Background: an optimization exercise with open tools, aiming at small area, a short achievable clock period and few clock cycles. Do not read the settings as production practice.
In this exercise RTL edits were held to simulation tests only and were not proved equivalent to the original.

==> flow/design.v, too long to show whole: its modules and the start of the top module <==
// module sv_fp_mul: 67 lines
// module sv_mul24: 1951 lines
// module sv_fp_add: 76 lines
// module sv_lzc32: 10 lines
// module sv_fp_recip_step: 15 lines
// module sv_fp_recip: 19 lines
// module sv_core: 133 lines
module sv_core (
    input  wire        clk,
    input  wire        rst,
    input  wire        cmd_valid,
    output wire        cmd_ready,
    input  wire [1:0]  cmd_op,
    input  wire [31:0] cmd_x,
    input  wire [31:0] cmd_g,
    input  wire [31:0] cmd_k,
    output reg         rsp_valid,
    output wire [7:0]  rsp_status,
    output wire [31:0] rsp_lp,
    output wire [31:0] rsp_hp,
    output wire [31:0] rsp_bp
);
  // ...
==> flow/flow/run.sh <==
#!/bin/bash
# Layout: the standard flow (standard.sh: unchanged synthesis and steps),
# with ORFS's repair_timing asked to leave a setup slack margin of 13 ns,
# so that it sizes and buffers the critical paths for a short achieved
# period. The clock, its period and the constraints are the standard flow's.
set -euo pipefail
bash standard.sh SETUP_SLACK_MARGIN=13 finish > standard_finish.log 2>&1
==> flow/standard.sh <==
#!/bin/bash
# synth_recipe.tcl (not shown) runs the flow's synth.tcl, then flattens the netlist and writes it again
# the make line also repeats each setting of config.mk as NAME=value (left out here)
make -C /OpenROAD-flow-scripts/flow DESIGN_CONFIG=/design/flow/config.mk WORK_HOME=/design/flow/orfs CLKGATE_MAP_FILE= SYNTH_SCRIPT=/design/flow/synth_recipe.tcl "${@:-finish}"
==> flow/config.mk <==
export PLATFORM = sky130hd
export DESIGN_NAME = sv_core
export DESIGN_NICKNAME = sv_core
export VERILOG_FILES = /design/flow/design.v
export SDC_FILE = /design/flow/constraint.sdc
export NUM_CORES = 4
export LEC_CHECK = 0
export ABC_AREA = 1
export CAP_MARGIN = 20
export CORE_MARGIN = 2
export CORE_UTILIZATION = 40
export PLACE_DENSITY = 0.5
export SLEW_MARGIN = 20
export TNS_END_PERCENT = 5
==> flow/constraint.sdc <==
create_clock -name core_clock -period 24.0 [get_ports {clk}]
set_input_delay 4.8000 -clock core_clock [delete_from_list [all_inputs] [get_ports {clk}]]
set_output_delay 4.8000 -clock core_clock [all_outputs]
set_load 0.01 [all_outputs]
==> flow_metrics.py, run 1 <==
metrics = {
    "critical_path": {
        "max_stage_delay_ns": 0.40,
        "timing.rr.end": "s2[27]$_SDFFE_PP0P_",
        "reg2reg_from": "st_s5$_SDFF_PP0_",
        "reg2reg_slack_ns": 13.31,
    },
    "sta": {
        "slew_headroom_pct": 18.23,
        "slew_violations": 0,
        "hold_slack_ns": 0.4152,
        "finClkSkew_ns": 0.05022,
        "min_period_ns": 10.69,
    },
    "global_route": {
        "grt_pass1_wl_mm": 385.0,
        "overflow": 0,
        "grt_max_degree": 66,
        "grt_use_met2_pct": 64.98,
    },
    "yosys": {
        "avgSynthCellArea_um2": 6.263,
        "synth-compound-area-share_pct": 16.71,
        "synth_mux_area_share_pct": 0.08273,
        "synthTopCellsByCount": "nand2_1, inv_1, nand3_1",
        "synth_simple_gate_area_share_pct": 33.79,
        "synth_edf_count": 64,
        "synth_cells": 7969,
        "synth_top_area_share_pct": 14.04,
    },
    "finish": {
        "multiInputGateArea_um2": 39430,
        "ff_latch_area_um2": 6366,
        "antenna_cells": 6,
    },
    "detailed_routing": {
        "wirelength_mm": 274.3,
        "wl_met1_mm": 105.4,
        "met3_length_mm": 26.33,
        "top_layer": "met5",
        "routed_via_density": 6.029,
        "drt_iter0_markers": 7402,
    },
    "clock_network": {
        "cts_tree": "done",
        "clk_latency_ns": 0.62,
    },
    "placement": {
        "portBuffers": 200,
    },
    "die": {
        "die_area_um2": 127600,
        "start_util_pct": 40.31,
    },
    "outcome": {
        "status": "finished clean",
    },
}
Testbench counts, summed over its fixed seeds: cycles 52,586.
==> run 2: changes to the inputs <==
--- a/flow/config.mk
+++ b/flow/config.mk
@@ -9,6 +9,7 @@
 export CAP_MARGIN = 20
 export CORE_MARGIN = 2
 export CORE_UTILIZATION = 40
+export GPL_ROUTABILITY_DRIVEN = 0
 export PLACE_DENSITY = 0.5
 export SLEW_MARGIN = 20
 export TNS_END_PERCENT = 5
==> run 2 against run 1 <==
Effect of this change:
- via count is 0.31% higher
- clock skew is 0.016 ns lower
- register-to-register slack worse by 0.16 ns
- critical path type unchanged
- highest routed layer unchanged
==> flow_metrics.py, run 2 <==
metrics = {
    "placement": {
        "dp_hpwl_mm": 200.7,
        "portBuffers": 200,
    },
    "sta": {
        "finalCritPeriodShare_pct": 45.22,
        "fmax_mhz": 92.15,
        "slew_violations": 0,
        "min_period_ns": 10.85,
        "tightest_slew_ns": 1.203,
        "setup-violations-final": 0,
        "fin_tns_setup_ns": 0,
        "hold_viol": 0,
        "slew_headroom_pct": 18.93,
        "rsz0062_at_grt": "yes",
        "finClkSkew_ns": 0.03405,
    },
    "detailed_routing": {
        "vias": 59250,
        "avgRoutedWirePerCell_um": 27.15,
        "ant_nets": 0,
        "drc": 0,
        "routed_via_density": 6.057,
        "first_pass_iters": 8,
        "drt_iter0_markers": 8265,
        "wirelength_mm": 265.5,
    },
    "die": {
        "ios": 207,
        "die_w_um": 357.2,
        "dieHeight_um": 357.2,
        "start_util_pct": 40.31,
        "die_area_um2": 127600,
        "row_count": 129,
        "fp.coreArea_um2": 123800,
    },
    "clock_network": {
        "h-tree-depth": 2,
        "cts.hold.buffers_added": 0,
        "cts_buffer_depth": 3,
        "cts_root_buf": "clkbuf_16",
        "clk_latency_ns": 0.60,
        "cts_tree": "done",
        "clk_pin_slew_ns": 0.07,
        "numCtsBuffers": 34,
        "clkSinkCount": 285,
    },
    "hold_path": {
        "hold_class": "register to register",
    },
    "finish": {
        "nFillCells": 13170,
        "synthToLayoutAreaGrowth_pct": 15.41,
        "drive_gt1_share_pct": 10.13,
        "mostFrequentLayoutCell": "nand2_1",
        "final_cell_mix": "nand2_1, inv_1, nand3_1",
        "fin_nets": 8715,
    },
    "yosys": {
        "netlist_top_cells_area": "nand2_1, fa_1, nand3_1",
        "synth_edf_count": 64,
        "synthTopCellsByCount": "nand2_1, inv_1, nand3_1",
        "yosysSeqAreaShare_pct": 12.72,
        "yosysWarningCount": 3,
        "avgSynthCellArea_um2": 6.263,
        "ys_ff_latch": 285,
        "synth_cell_type_count": 83,
        "netlist_area_um2": 49910,
        "yosysMostFrequentCell": "nand2_1",
        "synthArstFlopShare_pct": 0,
        "synth_cells": 7969,
        "synth_top_area_share_pct": 14.04,
        "yosys_most_used_dff": "dfxtp_1",
        "synth_top_cell_by_area": "nand2_1",
    },
    "critical_path": {
        "max_stage_delay_ns": 0.61,
        "cp-end-kind": "register",
        "crit_slowest_cell": "edfxtp_1",
        "crit_top_cell": "nand2_1",
        "cp_max_fo": 17,
        "crit_required_ns": 24.54,
        "arrival_ns": 11.40,
        "start_kind": "register",
        "crit_type": "register to register",
    },
    "flow_run": {
        "drv_cap": 0,
    },
    "global_route": {
        "grt_pass1_wl_mm": 374.0,
        "grt_util_all_layers_pct": 39.66,
        "antenna_found_initial": 14,
        "grt_pass1_vias": 54020,
        "overflow": 0,
        "grt_max_degree": 65,
    },
    "outcome": {
        "status": "finished clean",
    },
}
## run 2: cell counts after synthesis
No cell type changed its count.
## run 2: logic make-up (layout without fill, tap and decap cells)
family,count (synthesis),count (layout),synth area share (%)
XOR/XNOR,472,472,8.283
AO/OA/AOI/OAI,1411,1411,16.71
adder cells (fa/ha/maj),503,503,16.35
multiplexers,4,4,0.08273
buffers and inverters,1469,1614,12.06
AND/OR/NAND/NOR,3824,3843,33.79
other,1,13,0.007514
flip-flops,285,285,12.72
## run 2: timing repair
item,in CTS,in global routing
setup buffers,52,99
endpoints found under the setup margin,187,186
gates resized for setup,137,282
pin swaps,25,56
gates cloned,22,14
## run 2: path summary, 6_finish.rpt
path               startpoint                  end  slack (ns)  cells past startpoint
max           xr[8]$_DFFE_PP_  gk[24]$_SDFFE_PP0P_       13.15                     70
max reg2reg   xr[8]$_DFFE_PP_  gk[24]$_SDFFE_PP0P_       13.15                     70
min          st_s2$_SDFF_PP0_     st_s3$_SDFF_PP0_        0.42                      2
min reg2reg  st_s2$_SDFF_PP0_     st_s3$_SDFF_PP0_        0.42                      2
## run 2: area by class of cell
cell class / count / area [um2] / share of cell area (%)
diodes: 7 / 17.52 / 0.03041
clock inverters: 17 / 229.0 / 0.3975
repair buffers: 480 / 4634 / 8.046
repair inverters: 8 / 58.81 / 0.1021
clock buffers: 44 / 1001 / 1.738
well taps: 1637 / 2048 / 3.556
flip-flops and latches: 285 / 6365 / 11.05
multi-input cells: 6239 / 39060 / 67.81
inverters: 1065 / 4185 / 7.266
## run 2: metrics by stage
step / util (%) / setup slack (ns) / hold slack, ns / instances / area, um2
finish: 46.53 / 13.15 / 0.4158 / 9782 / 57600
global route: 46.51 / 12.74 / 0.4316 / 9775 / 57580
CTS: 44.73 / 12.89 / 0.4169 / 9661 / 55380
detailed placement: 42.81 / 9.657 / 0.4151 / 9526 / 53000
global placement: 42.81 / 9.835 / 0.4137 / 9526 / 52990
floorplan: - / 14.59 / 0.3975 / 7974 / 49930
## run 2: worst max-delay path, delay by kind of cell (launching register included)
family,cells,cell delay (ns)
adder cells (fa/ha/maj),2,0.61
buffers and inverters,11,1.42
flip-flops,1,0.61
AND/OR/NAND/NOR,50,6.55
AO/OA/AOI/OAI,7,1.58
## run 2: layer usage
layer	share of wire [%]	global-route usage, %	up-vias
li1	-	-	26670
met1	39	50.26	27900
met2	42	59.64	3756
met3	11	9.209	918
met4	8.6	27.20	8
met5	0.021	0	-
==> run 3: changes to the inputs <==
--- a/flow/config.mk
+++ b/flow/config.mk
@@ -9,7 +9,7 @@
 export CAP_MARGIN = 20
 export CORE_MARGIN = 2
 export CORE_UTILIZATION = 40
-export GPL_ROUTABILITY_DRIVEN = 0
+export GPL_TIMING_DRIVEN = 0
 export PLACE_DENSITY = 0.5
 export SLEW_MARGIN = 20
 export TNS_END_PERCENT = 5
==> run 3 against run 2 <==
Effect of this change:
- still clean on timing, DRC and antenna
- hold slack better by 0.011 ns
- final area is 1.4% higher
- first-iteration DRC count shrank 3.6%
- clock skew shrank 0.015 ns
- synthesized cell count did not move
- critical path type unchanged
- critical endpoint is now xr[29]$_DFFE_PP_
==> flow_metrics.py, run 3 <==
metrics = {
    "global_route": {
        "grt_max_degree": 33,
        "grt_pass1_vias": 55930,
        "overflow": 0,
        "grt_pass1_wl_mm": 382.8,
        "antenna_found_initial": 4,
        "grt_util_all_layers_pct": 40.65,
    },
    "yosys": {
        "synth_cell_type_count": 83,
        "yosysMostFrequentCell": "nand2_1",
        "netlist_area_um2": 49910,
        "ys_ff_latch": 285,
        "avgSynthCellArea_um2": 6.263,
        "netlist_top_cells_area": "nand2_1, fa_1, nand3_1",
        "yosysSeqAreaShare_pct": 12.72,
        "synth_top_cell_by_area": "nand2_1",
        "yosys_most_used_dff": "dfxtp_1",
        "synthArstFlopShare_pct": 0,
        "synth_cells": 7969,
        "synthTopCellsByCount": "nand2_1, inv_1, nand3_1",
        "yosysWarningCount": 3,
        "synth_edf_count": 64,
        "synth_top_area_share_pct": 14.04,
    },
    "finish": {
        "fin_area_um2": 58430,
        "synthToLayoutAreaGrowth_pct": 17.08,
        "drive_gt1_share_pct": 11.90,
        "final_cell_mix": "nand2_1, inv_1, nand3_1",
        "mostFrequentLayoutCell": "nand2_1",
        "utilization_pct": 47.20,
        "fin_nets": 8929,
    },
    "detailed_routing": {
        "vias": 59760,
        "drt_iter0_markers": 7964,
        "first_pass_iters": 13,
        "avgRoutedWirePerCell_um": 26.99,
        "ant_nets": 0,
        "drc": 0,
        "wirelength_mm": 269.7,
        "routed_via_density": 5.980,
    },
    "critical_path": {
        "start_kind": "register",
        "crit_type": "register to register",
        "cp-end-kind": "register",
        "max_stage_delay_ns": 0.64,
        "cp_max_fo": 10,
        "crit_buf_inv": 8,
        "crit_slowest_cell": "edfxtp_1",
        "arrival_ns": 11.34,
        "crit_required_ns": 24.35,
        "crit_top_cell": "nand2_1",
        "crit_family": "simple AND/OR/NAND/NOR gates",
    },
    "die": {
        "start_util_pct": 40.31,
        "dieHeight_um": 357.2,
        "die_area_um2": 127600,
        "ios": 207,
        "row_count": 129,
        "fp.coreArea_um2": 123800,
        "die_w_um": 357.2,
    },
    "sta": {
        "rsz0062_at_grt": "yes",
        "slew_violations": 0,
        "fin_tns_setup_ns": 0,
        "min_period_ns": 10.99,
        "hold_viol": 0,
        "finClkSkew_ns": 0.01932,
        "finalCritPeriodShare_pct": 45.79,
        "slew_headroom_pct": 16.97,
        "setup-violations-final": 0,
        "tightest_slew_ns": 1.241,
        "fmax_mhz": 91.00,
    },
    "clock_network": {
        "numCtsBuffers": 30,
        "cts_buffer_depth": 3,
        "clk_latency_ns": 0.60,
        "clkSinkCount": 285,
        "h-tree-depth": 1,
        "cts_root_buf": "clkbuf_16",
        "cts_tree": "done",
        "clk_pin_slew_ns": 0.07,
    },
    "placement": {
        "gp_congestion": 1.050,
        "place_area_um2": 54170,
        "portBuffers": 199,
        "dp_hpwl_mm": 222.7,
    },
    "hold_path": {
        "hold_class": "register to register",
    },
    "outcome": {
        "status": "finished clean",
    },
    "flow_run": {
        "drv_cap": 0,
    },
}
==> run 3: layer usage <==
layer	up-vias	global-route usage, %	part of all wire, %
met5	-	0.07407	0.010
met4	4	21.17	6.6
met3	800	7.653	10
met2	3486	63.72	43
met1	28420	53.06	40
li1	27050	-	-
==> run 3: final cells by class <==
type | instances | area, um2
Fill cell | 13300 | 65370
Clock inverter | 14 | 90.09
Inverter | 1065 | 4045
Tap cell | 1637 | 2048
Multi-Input combinational cell | 6220 | 39520
Buffer | 404 | 2484
Antenna cell | 5 | 12.51
Clock buffer | 42 | 875.8
Timing Repair Buffer | 321 | 3002
Sequential cell | 285 | 6357
==> run 3: logic make-up (layout without fill, tap and decap cells) <==
family,after synthesis,count (layout),synth area share (%)
flip-flops,285,285,12.72
multiplexers,4,4,0.08273
AND/OR/NAND/NOR,3824,3824,33.79
buffers and inverters,1469,1846,12.06
adder cells (fa/ha/maj),503,503,16.35
other,1,11,0.007514
XOR/XNOR,472,472,8.283
AO/OA/AOI/OAI,1411,1411,16.71
==> run 3: worst reg2reg max path: cells and delay by family (launching register included) <==
family          cells  cell delay (ns)
flops               1             0.64
compound gates      8             1.55
xor+xnor            2             0.85
simple gates       25             3.54
fa+ha+maj           6             2.54
buf+inv             8             1.62
==> run 3: metrics by stage <==
step                cells  hold WS [ns]  setup WS (ns)
CTS                  9909        0.4342          12.91
finish               9993        0.4273          13.01
floorplan            7974        0.3975          14.59
global route         9988        0.4424          12.67
detailed placement   9823        0.4244          10.58
global placement     9810        0.4184          10.15
==> run 3: timing repair <==
item                       CTS  global route
setup buffers               30            78
setup endpoints to repair  187           186
gates resized for setup    357           419
pin swaps                   22            77
hold endpoints to repair     0             0
cloned                       0             1
hold buffers                 0             0
==> run 3: worst paths after layout <==
path | cells after the start | startpoint | slack, ns | end
worst min register to register | 2 | st_s2$_SDFF_PP0_ | 0.43 | st_s3$_SDFF_PP0_
worst max-delay path | 49 | xr[15]$_DFFE_PP_ | 13.01 | xr[29]$_DFFE_PP_
worst max register to register | 49 | xr[15]$_DFFE_PP_ | 13.01 | xr[29]$_DFFE_PP_
worst min-delay path | 2 | st_s2$_SDFF_PP0_ | 0.43 | st_s3$_SDFF_PP0_
==> run 4: changes to the inputs <==
--- a/flow/config.mk
+++ b/flow/config.mk
@@ -8,8 +8,7 @@
 export ABC_AREA = 1
 export CAP_MARGIN = 20
 export CORE_MARGIN = 2
-export CORE_UTILIZATION = 40
-export GPL_TIMING_DRIVEN = 0
-export PLACE_DENSITY = 0.5
+export CORE_UTILIZATION = 38
+export PLACE_DENSITY = 0.45
 export SLEW_MARGIN = 20
 export TNS_END_PERCENT = 5
==> run 4 against run 3 <==
Effect of this change:
- still clean
- non-clock buffer count down 185
- critical path depth unchanged
- die area up 5.2%
- register-to-register slack better by 0.23 ns
- maximum frequency up 2.1%
- synthesized area unchanged
- sequential cell count unchanged
- largest cell class unchanged
==> flow_metrics.py, run 4 <==
metrics = {
    "yosys": {
        "ys_ff_latch": 285,
        "synthTopCellsByCount": "nand2_1, inv_1, nand3_1",
        "yosysMostFrequentCell": "nand2_1",
        "yosysWarningCount": 3,
        "synth_top_area_share_pct": 14.04,
        "avgSynthCellArea_um2": 6.263,
        "synth_cells": 7969,
        "synthArstFlopShare_pct": 0,
        "netlist_top_cells_area": "nand2_1, fa_1, nand3_1",
        "synth_cell_type_count": 83,
        "synth_edf_count": 64,
        "synth_top_cell_by_area": "nand2_1",
        "yosys_most_used_dff": "dfxtp_1",
        "netlist_area_um2": 49910,
        "yosysSeqAreaShare_pct": 12.72,
    },
    "clock_network": {
        "cts_root_buf": "clkbuf_16",
        "clk_latency_ns": 0.63,
        "clkSinkCount": 285,
        "clk_pin_slew_ns": 0.06,
        "h-tree-depth": 2,
        "numCtsBuffers": 37,
        "cts.hold.buffers_added": 0,
        "cts_buffer_depth": 3,
        "cts_tree": "done",
    },
    "finish": {
        "drive_gt1_share_pct": 11.56,
        "stdcell_count": 9953,
        "mostFrequentLayoutCell": "nand2_1",
        "fin_nets": 8779,
        "final_cell_mix": "nand2_1, inv_1, nand3_1",
        "synthToLayoutAreaGrowth_pct": 18.00,
    },
    "placement": {
        "gp_congestion": 1.044,
        "dp.cells": 9647,
        "post-place-ws_ns": 9.628,
        "portBuffers": 200,
        "dp_hpwl_mm": 217.7,
    },
    "sta": {
        "slew_headroom_pct": 21.13,
        "fin_ws_ns": 13.24,
        "hold_viol": 0,
        "setup-violations-final": 0,
        "fin_tns_setup_ns": 0,
        "rsz0062_at_grt": "yes",
        "min_period_ns": 10.76,
        "slew_violations": 0,
        "fmax_mhz": 92.95,
        "finalCritPeriodShare_pct": 44.83,
        "tightest_slew_ns": 1.171,
        "finClkSkew_ns": 0.05262,
    },
    "outcome": {
        "status": "finished clean",
    },
    "die": {
        "fp.coreArea_um2": 130000,
        "die_w_um": 366.4,
        "dieHeight_um": 366.4,
        "die_area_um2": 134300,
        "ios": 207,
        "start_util_pct": 38.40,
        "row_count": 132,
    },
    "detailed_routing": {
        "vias": 59400,
        "avgRoutedWirePerCell_um": 28.47,
        "first_pass_iters": 7,
        "ant_nets": 0,
        "drc": 0,
        "drt_iter0_markers": 7024,
        "wirelength_mm": 283.4,
        "routed_via_density": 5.968,
    },
    "global_route": {
        "grt_pass1_vias": 54650,
        "grt_max_degree": 66,
        "grt_pass1_wl_mm": 393.7,
        "grt_use_met2_pct": 62.01,
        "met1_usage_pct": 49.22,
        "antenna_found_initial": 15,
        "busiest_layer": "met2",
        "grt_use_met3_pct": 8.142,
        "grt_util_all_layers_pct": 39.79,
        "overflow": 0,
    },
    "hold_path": {
        "hold_class": "register to register",
    },
    "critical_path": {
        "cp_max_fo": 26,
        "max_stage_delay_ns": 0.68,
        "crit_type": "register to register",
        "cp-end-kind": "register",
        "start_kind": "register",
        "arrival_ns": 11.10,
        "crit_required_ns": 24.34,
        "crit_slowest_cell": "fa_2",
        "crit_top_cell": "nand3_1",
    },
    "flow_run": {
        "drv_cap": 0,
    },
}
## run 4: cell type report
cell class / instances / area, um2
clock buffers: 46 / 1021
well taps: 1742 / 2180
repair buffers: 540 / 5309
multi-input cells: 6240 / 39430
clock inverters: 22 / 301.5
inverters: 1065 / 4214
fillers: 13950 / 71090
repair inverters: 8 / 55.05
flip-flops and latches: 285 / 6364
diodes: 5 / 12.51
## run 4: critical path, delay by kind of cell, from the launching register on
kind	cells	cell delay, ns
flip-flops	1	0.44
XOR/XNOR	2	0.64
buffers and inverters	12	2.12
AND/OR/NAND/NOR	23	3.13
adder cells (fa/ha/maj)	6	2.94
AO/OA/AOI/OAI	6	1.10
## run 4: timing repair
action	4_1_cts	5_1_grt
buffers inserted	60	134
resized for setup	175	340
setup endpoints to repair	187	186
gates cloned	19	20
pin swaps	25	73
## run 4: through the flow
stage	cell area (um2)	hold WS [ns]	util [%]
6_report	58890	0.4155	45.31
3_3_place_gp	53240	0.4029	40.96
2_1_floorplan	49930	0.3975	-
5_1_grt	58880	0.4364	45.30
3_5_place_dp	53270	0.4071	40.98
4_1_cts	56030	0.4157	43.10
## run 4: worst paths after layout
| path | start | end | slack [ns] | cells after the start |
|---|---|---|---|---|
| worst max-delay path | sm_rdy$_SDFF_PP1_ | xr[21]$_DFFE_PP_ | 13.24 | 49 |
| worst min-delay path | st_s2$_SDFF_PP0_ | st_s3$_SDFF_PP0_ | 0.42 | 2 |
| worst max register to register | sm_rdy$_SDFF_PP1_ | xr[21]$_DFFE_PP_ | 13.24 | 49 |
| worst min register to register | st_s2$_SDFF_PP0_ | st_s3$_SDFF_PP0_ | 0.42 | 2 |
## run 4: routing by layer
layer,up-vias,part of all wire (%)
met5,-,0.017
met4,8,8.4
met3,847,9.3
met2,3388,43
met1,28390,39
li1,26770,-
## run 4: cell families (layout without fill, tap and decap cells)
group,Yosys count,in the layout,synth area share (%)
and+or+nand+nor,3824,3844,33.79
buffers and inverters,1469,1681,12.06
AOI/OAI and AO/OA,1411,1411,16.71
adders and majority gates,503,503,16.35
xor gates and xnor gates,472,472,8.283
DFF,285,285,12.72
muxes,4,4,0.08273
other,1,11,0.007514
==> run 5: changes to the inputs <==
==> flow/flow/run.sh (replaced) <==
#!/bin/bash
# Layout: the standard flow (standard.sh: unchanged synthesis and steps),
# with ORFS's repair_timing asked to leave a setup slack margin of 14.2 ns,
# so that it sizes and buffers the critical paths for a short achieved
# period. The clock, its period and the constraints are the standard flow's.
set -euo pipefail
bash standard.sh SETUP_SLACK_MARGIN=14.2 finish > standard_finish.log 2>&1
--- a/flow/config.mk
+++ b/flow/config.mk
@@ -8,7 +8,7 @@
 export ABC_AREA = 1
 export CAP_MARGIN = 20
 export CORE_MARGIN = 2
-export CORE_UTILIZATION = 38
-export PLACE_DENSITY = 0.45
+export CORE_UTILIZATION = 42
+export PLACE_DENSITY = 0.55
 export SLEW_MARGIN = 20
-export TNS_END_PERCENT = 5
+export TNS_END_PERCENT = 10
==> run 5 against run 4 <==
Effect of this change:
- final cell count fell by 0.82%
- utilization rose by 7.6 points
- via count rose by 1.7%
- critical path type unchanged
- critical endpoint is now ar[10]$_DFFE_PP_
- highest routed layer unchanged
==> flow_metrics.py, run 5 <==
metrics = {
    "finish": {
        "synthToLayoutAreaGrowth_pct": 24.90,
        "fin_nets": 8915,
        "utilization_pct": 52.86,
        "nFillCells": 12070,
        "drive_gt1_share_pct": 17.93,
        "mostFrequentLayoutCell": "nand2_1",
        "final_cell_mix": "nand2_1, inv_1, nand3_1",
    },
    "critical_path": {
        "crit_required_ns": 24.32,
        "arrival_ns": 10.62,
        "r2r_cells": 68,
        "crit_buf_inv": 14,
        "cp-end-kind": "register",
        "crit_type": "register to register",
        "max_stage_delay_ns": 0.39,
        "crit_family": "simple AND/OR/NAND/NOR gates",
        "worst-path-stages": 68,
        "crit_slowest_cell": "dfxtp_4",
        "start_kind": "register",
        "reg2reg_slack_ns": 13.70,
        "cp_max_fo": 10,
    },
    "sta": {
        "finalCritPeriodShare_pct": 42.92,
        "fin_tns_setup_ns": 0,
        "setup-violations-final": 0,
        "rsz0062_at_grt": "yes",
        "slew_headroom_pct": 17.99,
        "min_period_ns": 10.30,
        "slew_violations": 0,
        "tightest_slew_ns": 1.226,
        "fin_ws_ns": 13.70,
        "finClkSkew_ns": 0.01758,
        "hold_viol": 0,
        "fmax_mhz": 97.09,
    },
    "yosys": {
        "netlist_top_cells_area": "nand2_1, fa_1, nand3_1",
        "yosysSeqAreaShare_pct": 12.72,
        "ys_ff_latch": 285,
        "avgSynthCellArea_um2": 6.263,
        "synth_top_cell_by_area": "nand2_1",
        "synth_edf_count": 64,
        "yosysMostFrequentCell": "nand2_1",
        "synth_top_area_share_pct": 14.04,
        "synthTopCellsByCount": "nand2_1, inv_1, nand3_1",
        "yosys_most_used_dff": "dfxtp_1",
        "yosysWarningCount": 3,
        "synthArstFlopShare_pct": 0,
        "netlist_area_um2": 49910,
        "synth_cells": 7969,
        "synth_cell_type_count": 83,
    },
    "clock_network": {
        "cts_root_buf": "clkbuf_16",
        "cts_buffer_depth": 3,
        "clkSinkCount": 285,
        "clk_pin_slew_ns": 0.07,
        "cts.hold.buffers_added": 0,
        "numCtsBuffers": 29,
        "clk_latency_ns": 0.59,
        "h-tree-depth": 1,
        "cts_tree": "done",
    },
    "flow_run": {
        "drv_cap": 0,
    },
    "global_route": {
        "grt_util_all_layers_pct": 40.96,
        "overflow": 0,
        "grt_max_degree": 66,
        "grt_pass1_vias": 55260,
        "grt_pass1_wl_mm": 373.4,
        "antenna_found_initial": 5,
    },
    "die": {
        "die_w_um": 348.7,
        "fp.coreArea_um2": 117900,
        "ios": 207,
        "start_util_pct": 42.32,
        "dieHeight_um": 348.7,
        "die_area_um2": 121600,
        "row_count": 126,
    },
    "detailed_routing": {
        "routed_via_density": 6.123,
        "drt_iter0_markers": 7970,
        "ant_nets": 0,
        "drc": 0,
        "vias": 60440,
        "wirelength_mm": 264.5,
        "first_pass_iters": 7,
        "avgRoutedWirePerCell_um": 26.79,
    },
    "placement": {
        "post-place-ws_ns": 8.788,
        "gp_congestion": 1.040,
        "dp_hpwl_mm": 194.4,
        "portBuffers": 200,
    },
    "outcome": {
        "status": "finished clean",
    },
    "hold_path": {
        "hold_class": "register to register",
        "whs_path_depth": 2,
    },
}
run 5: changes by cell type in the layout (fill, tap and decap cells not counted), moves of 29 or more:
cell	previous run	this run
nand3_1	923	820
nor2_1	540	488
nand2_4	25	78
nand3_4	9	42
inv_2	23	55
nor2_4	43	85
nand3_2	42	113
nand2_2	81	172
buf_4	271	355
inv_1	1003	963
buf_6	14	43
nand2_1	1832	1684
run 5: what timing repair did:
item	4_1_cts	5_1_grt
gates cloned	41	18
setup buffers	169	160
gates resized for setup	534	668
pin swaps	86	252
setup endpoints to repair	187	187
run 5: path summary, 6_finish.rpt:
| kind | start | endpoint |
|---|---|---|
| max | st_c1$_SDFF_PP0_ | ar[10]$_DFFE_PP_ |
| min | st_s2$_SDFF_PP0_ | st_s3$_SDFF_PP0_ |
| max reg2reg | st_c1$_SDFF_PP0_ | ar[10]$_DFFE_PP_ |
| min reg2reg | st_s2$_SDFF_PP0_ | st_s3$_SDFF_PP0_ |
run 5: worst min-delay path, cell delays in order, from the launching register on:
cell,delay (ns)
dfxtp_1,0.31
inv_1,0.05
nor2_1,0.03
run 5: final cells by class:
type	instances	area [um2]	area share, %
Sequential cell	285	6374	10.22
Inverter	1065	4284	6.873
Multi-Input combinational cell	6247	42020	67.40
Timing Repair Buffer	672	6660	10.68
Clock inverter	17	181.4	0.2910
Antenna cell	1	2.502	0.004014
Tap cell	1536	1922	3.083
Timing Repair inverter	13	116.4	0.1867
Clock buffer	35	779.5	1.251
run 5: metrics by stage:
stage | instance area, um2 | instances | hold slack [ns]
global route | 62330 | 9870 | 0.4323
finish | 62330 | 9871 | 0.4139
CTS | 57970 | 9692 | 0.4131
global placement | 52900 | 9429 | 0.4115
detailed placement | 52920 | 9430 | 0.4109
floorplan | 49930 | 7974 | 0.3975
run 5: metal layers:
metal,vias up,part of all wire (%),track usage (%)
li1,27060,-,-
met1,28850,42,58.56
met2,3929,41,59.44
met3,604,12,8.814
met4,8,4.7,16.16
met5,-,0.057,0
run 5: logic make-up (layout without fill, tap and decap cells):
family,after synthesis,after routing,share of synthesized area (%)
other cells,1,7,0.007514
compound gates,1411,1411,16.71
xor+xnor,472,472,8.283
fa+ha+maj,503,503,16.35
mux,4,4,0.08273
flops,285,285,12.72
simple gates,3824,3851,33.79
buf+inv,1469,1802,12.06
==> run 6: changes to the inputs <==
==> flow/flow/run.sh (replaced) <==
#!/bin/bash
# Layout: the standard flow (standard.sh: unchanged synthesis and steps),
# with ORFS's repair_timing asked to leave a setup slack margin of 12.5 ns,
# so that it sizes and buffers the critical paths for a short achieved
# period. The clock, its period and the constraints are the standard flow's.
set -euo pipefail
bash standard.sh SETUP_SLACK_MARGIN=12.5 finish > standard_finish.log 2>&1
--- a/flow/config.mk
+++ b/flow/config.mk
@@ -8,7 +8,7 @@
 export ABC_AREA = 1
 export CAP_MARGIN = 20
 export CORE_MARGIN = 2
-export CORE_UTILIZATION = 42
-export PLACE_DENSITY = 0.55
+export CORE_UTILIZATION = 40
+export PLACE_DENSITY = 0.5
 export SLEW_MARGIN = 20
-export TNS_END_PERCENT = 10
+export TNS_END_PERCENT = 5
==> run 6 against run 5 <==
Effect of this change:
- utilization decreased by 7.1 points
- largest cell class unchanged
- final cell count decreased by 1.6%
- setup slack got worse by 0.86 ns
- still clean on timing, DRC and antenna
- maximum frequency decreased by 7.7%
- sequential share of layout area increased by 1.0 points
- synthesized area unchanged
- hold slack improved by 0.0037 ns
==> flow_metrics.py, run 6 <==
metrics = {
    "outcome": {
        "status": "finished clean",
    },
    "sta": {
        "min_period_ns": 11.16,
        "fmax_mhz": 89.61,
        "tightest_slew_ns": 1.196,
        "setup-violations-final": 0,
        "rsz0062_at_grt": "yes",
        "finalCritPeriodShare_pct": 46.50,
        "hold_slack_ns": 0.4176,
        "finClkSkew_ns": 0.05098,
        "slew_violations": 0,
        "hold_viol": 0,
        "fin_tns_setup_ns": 0,
        "slew_headroom_pct": 19.44,
    },
    "global_route": {
        "overflow": 0,
        "grt_max_degree": 78,
        "grt_pass1_wl_mm": 379.9,
        "grt_util_all_layers_pct": 40.69,
        "grt_pass1_vias": 54470,
        "antenna_found_initial": 11,
    },
    "hold_path": {
        "hold_class": "register to register",
    },
    "clock_network": {
        "cts.hold.buffers_added": 0,
        "clkSinkCount": 285,
        "cts_buffer_depth": 3,
        "cts_tree": "done",
        "h-tree-depth": 2,
        "clk_latency_ns": 0.61,
        "numCtsBuffers": 34,
        "cts_root_buf": "clkbuf_16",
        "clk_pin_slew_ns": 0.06,
    },
    "critical_path": {
        "max_stage_delay_ns": 0.48,
        "crit_top_cell": "nand2_1",
        "crit_type": "register to register",
        "crit_slowest_cell": "a2111oi_4",
        "arrival_ns": 11.62,
        "cp_max_fo": 29,
        "crit_family": "simple AND/OR/NAND/NOR gates",
        "start_kind": "register",
        "crit_buf_inv": 11,
        "crit_required_ns": 24.46,
        "cp-end-kind": "register",
    },
    "yosys": {
        "synth_cells": 7969,
        "yosysWarningCount": 3,
        "netlist_area_um2": 49910,
        "avgSynthCellArea_um2": 6.263,
        "synthArstFlopShare_pct": 0,
        "synth_top_area_share_pct": 14.04,
        "synth_top_cell_by_area": "nand2_1",
        "yosysMostFrequentCell": "nand2_1",
        "synth_cell_type_count": 83,
        "yosys_most_used_dff": "dfxtp_1",
        "yosysSeqAreaShare_pct": 12.72,
        "synthTopCellsByCount": "nand2_1, inv_1, nand3_1",
        "ys_ff_latch": 285,
        "netlist_top_cells_area": "nand2_1, fa_1, nand3_1",
        "synth_edf_count": 64,
    },
    "detailed_routing": {
        "drc": 0,
        "first_pass_iters": 8,
        "wirelength_mm": 271.3,
        "avgRoutedWirePerCell_um": 27.93,
        "vias": 58500,
        "ant_nets": 0,
        "drt_iter0_markers": 7259,
        "routed_via_density": 6.022,
    },
    "die": {
        "die_w_um": 357.2,
        "start_util_pct": 40.31,
        "ios": 207,
        "fp.coreArea_um2": 123800,
        "dieHeight_um": 357.2,
        "die_area_um2": 127600,
        "row_count": 129,
    },
    "placement": {
        "gp_congestion": 1.086,
        "place_area_um2": 53010,
        "dp_hpwl_mm": 209.5,
        "portBuffers": 200,
    },
    "flow_run": {
        "drv_cap": 0,
    },
    "finish": {
        "mostFrequentLayoutCell": "nand2_1",
        "fin_nets": 8647,
        "drive_gt1_share_pct": 8.822,
        "final_cell_mix": "nand2_1, inv_1, nand3_1",
        "nFillCells": 13290,
        "fin_area_um2": 56660,
        "synthToLayoutAreaGrowth_pct": 13.53,
    },
}
## run 6: cell counts after synthesis
No cell type changed its count.
## run 6: final cells by class
cell class	instances	area [um2]	share of cell area, %
antenna	6	15.01	0.02650
clock buffer	41	898.4	1.586
clock inverter	21	325.3	0.5741
inverter	1065	4159	7.340
multi-input combinational	6236	38820	68.52
sequential	285	6359	11.22
tap	1637	2048	3.615
timing repair buffer	418	3999	7.058
timing repair inverter	5	33.78	0.05962
## run 6: final timing paths
path                         endpoint              from  slack (ns)  cells after the start
setup / recovery  s2[29]$_SDFFE_PP0P_  st_c1$_SDFF_PP0_       12.84                     64
hold / removal       st_s3$_SDFF_PP0_  st_s2$_SDFF_PP0_        0.42                      2
setup reg to reg  s2[29]$_SDFFE_PP0P_  st_c1$_SDFF_PP0_       12.84                     64
hold reg to reg      st_s3$_SDFF_PP0_  st_s2$_SDFF_PP0_        0.42                      2
## run 6: what timing repair did
item,4_1_cts,5_1_grt
gates cloned,11,18
setup buffers,26,63
gates resized for setup,102,221
setup endpoints to repair,187,187
pin swaps,8,34
## run 6: stage by stage
step	util [%]	std cells	setup slack [ns]
5_1_grt	45.76	9708	12.43
2_1_floorplan	-	7974	14.59
6_report	45.77	9714	12.84
3_3_place_gp	42.82	9527	9.705
4_1_cts	44.40	9626	12.44
3_5_place_dp	42.82	9527	9.681
## run 6: metal layers
| layer | share of wire (%) | global-route usage, % | vias up |
|---|---|---|---|
| li1 | - | - | 26530 |
| met5 | 0.028 | 0 | - |
| met1 | 39 | 50.60 | 27720 |
| met4 | 8.3 | 27.23 | 10 |
| met3 | 9.3 | 7.204 | 791 |
| met2 | 44 | 64.43 | 3444 |
## run 6: cells by family after synthesis
logic type               synth area share (%)
AND/OR/NAND/NOR                         33.79
buffers and inverters                   12.06
AO/OA/AOI/OAI                           16.71
adder cells (fa/ha/maj)                 16.35
XOR/XNOR                                8.283
flip-flops                              12.72
multiplexers                          0.08273
other                                0.007514
## run 6: worst min-delay path, delay by kind of cell, from the launching register on
family / cells / cell delay (ns)
DFF: 1 / 0.31
buffers and inverters: 1 / 0.04
and+or+nand+nor: 1 / 0.03

==> re-timing with driven ports <==
The flow's constraints put no driver on any port. The routed layouts listed below were extracted and timed again, unchanged, in two steps. Step 1 (the two cells are an assumption about what drives the block):
set clk [get_ports {clk}]
set_driving_cell -lib_cell sky130_fd_sc_hd__clkbuf_16 $clk
set_driving_cell -lib_cell sky130_fd_sc_hd__buf_2 [delete_from_list [all_inputs] $clk]
Step 2 times the ports against the registers' clock, not the clock port: input delays grow and output delays shrink by t, the midpoint of the rising clock arrivals with the driver on. Three values: no drivers, after step 1, after step 2; two values: the first two.
| run | t (ns) | slack for setup (ns) | worst register clock-pin slew, ns |
|---|---|---|---|
| run 1 | 0.676 | 13.311 / 13.311 / 13.311 | 0.07 / 0.07 |
| run 2 | 0.657 | 13.148 / 13.148 / 13.148 | 0.09 / 0.09 |
| run 3 | 0.653 | 13.011 / 13.011 / 13.011 | 0.07 / 0.07 |
| run 4 | 0.672 | 13.242 / 13.242 / 13.242 | 0.07 / 0.07 |
| run 5 | 0.638 | 13.700 / 13.700 / 13.700 | 0.08 / 0.08 |
| run 6 | 0.667 | 12.840 / 12.840 / 12.840 | 0.07 / 0.07 |
After both steps every run listed still meets setup and hold.
